This design comes from an exercise in tuning for small area, a short achievable clock period and few clock cycles per item on the open sky130 flow, not from production work.
The flow treats the clock pin as an ideal source. Dropping or thinning the clock tree relies on that and would not hold on a real chip.
Power and IR drop assume default switching activity.

run Z:
## glyph_rounder
module glyph_rounder (
    input  wire       clk,
    input  wire       rst,         
    input  wire       in_valid,
    output wire       in_ready,
    input  wire [7:0] in_data,
    output wire       out_valid,
    input  wire       out_ready,
    output wire [7:0] out_data
);
clock: 8.0 ns
lec_check: 0
abc_area: 1
cap_margin: 20
core_margin: 2
core_utilization: 40
place_density: 0.6
setup_slack_margin: 5.0
slew_margin: 20
synth_hierarchical: 1
synth_minimum_keep_size: 0
standard.sh (not shown) runs the stock make flow with config.mk's settings and CLKGATE_MAP_FILE= SYNTH_SCRIPT=/design/flow/synth_recipe.tcl, a recipe that flattens the netlist after the stock synthesis.
==> flow/flow/run.sh <==
#!/bin/bash
# Standard ORFS layout (the standard.sh) with these changes:
#  - port buffers of sky130_fd_sc_hd__buf_2,
#  - a tighter repair_timing target (SETUP_SLACK_MARGIN),
#  - the clock tree built by flow/mcts.tcl: the clock port drives four
#    clkbuf_16, each driving the clock pins of one quarter of the registers.
# Make's output goes to flow_make.log; each ORFS step keeps its own log
# under orfs/logs/.
set -euo pipefail
here=$(pwd)
export MCTS_K=4
export MCTS_BUF=sky130_fd_sc_hd__clkbuf_16
bash standard.sh finish \
    "BUFFER_PORTS_ARGS=-buffer_cell sky130_fd_sc_hd__buf_2" \
    SETUP_SLACK_MARGIN=5.7 \
    "PRE_CTS_TCL=$here/flow/pre_cts.tcl" \
    > flow_make.log 2>&1
Other scripts of this flow, unchanged in this note and not shown: flow/flow/mcts.tcl, flow/flow/pre_cts.tcl
--- input diff run Z..run K ---
--- a/flow/flow/run.sh
+++ b/flow/flow/run.sh
@@ -14,3 +14,3 @@
     "BUFFER_PORTS_ARGS=-buffer_cell sky130_fd_sc_hd__buf_2" \
-    SETUP_SLACK_MARGIN=5.7 \
+    SETUP_SLACK_MARGIN=5.6 \
     "PRE_CTS_TCL=$here/flow/pre_cts.tcl" \
Notes after the runs:
Run K ended up with more standard cells than run Z. Looking only at total of cells resized after clock tree synthesis, and setting everything else aside, the higher value of run K and run Z goes to run Z. Going from run Z to run K, leakage power picked up an extra about 1.6%; relative contribution of the clock network to total power lost 0.3 points; HPWL after detailed placement picked up an extra 1.2%. The run with more setup slack is run Z; run K has less.
Function was not checked in any run of this note: the RTL went through the layout flow alone. In every run of this note, the design's own scripts or RTL, not TritonCTS, make the clock network.

========
Another version of the RTL of glyph_rounder (not shown whole).
Size: about 390 cells after synthesis, about 120 flip-flops, roughly 22 I/O pins, ~4700 um^2 of cells after synthesis.
==> flow/config.mk <==
export PLATFORM = sky130hd
export DESIGN_NAME = glyph_rounder
export DESIGN_NICKNAME = glyph_rounder
export VERILOG_FILES = /design/flow/design.v
export SDC_FILE = /design/flow/constraint.sdc
export NUM_CORES = 4
export LEC_CHECK = 0
export ABC_AREA = 1
export CAP_MARGIN = 20
export CORE_MARGIN = 2
export CORE_UTILIZATION = 40
export PLACE_DENSITY = 0.6
export SETUP_SLACK_MARGIN = 5.0
export SLEW_MARGIN = 20
==> flow/constraint.sdc <==
create_clock -name core_clock -period 8.0 [get_ports {clk}]
set_input_delay 1.6000 -clock core_clock [delete_from_list [all_inputs] [get_ports {clk}]]
set_output_delay 1.6000 -clock core_clock [all_outputs]
set_load 0.01 [all_outputs]
==> flow/flow/run.sh <==
#!/bin/bash
# Standard ORFS layout (the standard.sh) with these changes:
#  - port buffers of sky130_fd_sc_hd__buf_2,
#  - a tighter repair_timing target (SETUP_SLACK_MARGIN),
#  - the clock tree built by flow/mcts.tcl: the clock port drives four
#    clkbuf_16, each driving the clock pins of one quarter of the registers.
# Make's output goes to flow_make.log; each ORFS step keeps its own log
# under orfs/logs/.
set -euo pipefail
here=$(pwd)
export MCTS_K=4
export MCTS_BUF=sky130_fd_sc_hd__clkbuf_16
bash standard.sh finish \
    "BUFFER_PORTS_ARGS=-buffer_cell sky130_fd_sc_hd__buf_2" \
    SETUP_SLACK_MARGIN=5.75 \
    "PRE_CTS_TCL=$here/flow/pre_cts.tcl" \
    > flow_make.log 2>&1
Other scripts of this flow, unchanged in this note and not shown: flow/flow/mcts.tcl, flow/flow/pre_cts.tcl
The baseline ran to the end with no violations.
Next try:
--- a/flow/flow/run.sh
+++ b/flow/flow/run.sh
@@ -15 +15 @@
-    SETUP_SLACK_MARGIN=5.75 \
+    SETUP_SLACK_MARGIN=5.6 \
Result: Power came out lower by 0.59%. Hold slack barely changes. Synthesized area is unchanged. Die area does not change. Cell count came out lower by 1.2%. Cell area came out lower by 3.0%. Synthesized cell count stays the same. Via count came out lower by 2.8%. Global-route usage came out lower by 0.74 points. Sequential power hardly moves.
No run of this note included a check of the RTL's function; only the layout flow was run. No run of this note takes its clock network from TritonCTS; it comes from the design's own scripts or RTL.

========
Setup of job 101:
Another version of the RTL of glyph_rounder (not shown whole).
For scale: roughly 440 cells after synthesis, roughly 22 I/O pins, ~0.0050 sq mm of cells after synthesis.
clock: 8.0 ns
lec_check: 0
abc_area: 1
cap_margin: 20
core_margin: 2
core_utilization: 40
place_density: 0.6
setup_slack_margin: 5.0
slew_margin: 20
synth_hierarchical: 1
synth_minimum_keep_size: 0
==> flow/flow/run.sh <==
#!/bin/bash
# Standard ORFS layout (the standard.sh) with these changes:
#  - port buffers of sky130_fd_sc_hd__buf_2,
#  - a tighter repair_timing target (SETUP_SLACK_MARGIN),
#  - the clock tree built by flow/mcts.tcl: the clock port drives four
#    clkbuf_16, each driving the clock pins of one quarter of the registers.
# Make's output goes to flow_make.log; each ORFS step keeps its own log
# under orfs/logs/.
set -euo pipefail
here=$(pwd)
export MCTS_K=4
export MCTS_BUF=sky130_fd_sc_hd__clkbuf_16
bash standard.sh finish \
    "BUFFER_PORTS_ARGS=-buffer_cell sky130_fd_sc_hd__buf_2" \
    SETUP_SLACK_MARGIN=5.7 \
    "PRE_CTS_TCL=$here/flow/pre_cts.tcl" \
    > flow_make.log 2>&1
Other scripts of this flow, unchanged in this note and not shown: flow/flow/mcts.tcl, flow/flow/pre_cts.tcl
In summary, job 101 completed successfully, with a layout that passed the timing, design-rule and antenna checks.
Here is what was changed in the inputs of job 102 compared with job 101.
--- a/flow/flow/run.sh
+++ b/flow/flow/run.sh
@@ -14,3 +14,3 @@
     "BUFFER_PORTS_ARGS=-buffer_cell sky130_fd_sc_hd__buf_2" \
-    SETUP_SLACK_MARGIN=5.7 \
+    SETUP_SLACK_MARGIN=5.6 \
     "PRE_CTS_TCL=$here/flow/pre_cts.tcl" \
==> run summary <==
- Critical path's largest stage delay: job 102 lower than job 101
- Job 101 tops out at a higher clock frequency than job 102.
- Diff job 101 -> job 102 | minimum clock period after layout | increase of 0.037 ns
- Looking at sequential share of layout area, job 102 sits 0.21 points above job 101.
- Compared with job 101, job 102 shows wire length of the first global-routing pass higher by about 1.8%.
- Job 102 has global-route usage above what job 101 had.
- The leakage component of the power was comparable across job 101 and job 102.
Function was not checked in any run of this note: the RTL went through the layout flow alone. No run of this note takes its clock network from TritonCTS; it comes from the design's own scripts or RTL.

## afterwards: timing with drivers on the ports
The flow's constraints put no driver on any port. The routed layouts listed below were extracted and timed again, unchanged, in two steps. Step 1 sets driving cells, clkbuf_16 on the clock port and buf_2 on the other inputs (assumed; they add their load-dependent delay and slew). Step 2 moves the port delays by t, midway between the first and last clock arrival at a register: inputs arrive t later, outputs are due t later. That takes back most of the time a late clock gives input paths. a / b / c = ideal / step 1 / step 2; a / b = the first two.
run | t, ns | slack for setup (ns) | slew at the worst register clock pin (ns) | worst slew at a driven data input, ns
run Z | 0.244 | 5.718 / 5.638 / 5.568 | 0.11 / 0.11 | 0.03
run K | 0.246 | 5.705 / 5.624 / 5.561 | 0.11 / 0.11 | 0.03
the first run of note 2 | 0.243 | 5.527 / 5.555 / 5.312 | 0.11 / 0.11 | 0.05
the second run of note 2 | 0.240 | 5.518 / 5.542 / 5.302 | 0.12 / 0.12 | 0.05
job 101 | 0.241 | 5.683 / 5.603 / 5.617 | 0.11 / 0.11 | 0.03
job 102 | 0.244 | 5.645 / 5.612 / 5.461 | 0.11 / 0.11 | 0.03
After both steps setup and hold are still met in every run listed. For the second run of note 2, which loses most, drivers alone change the setup slack by +0.024 ns; drivers and shift together by -0.216 ns.
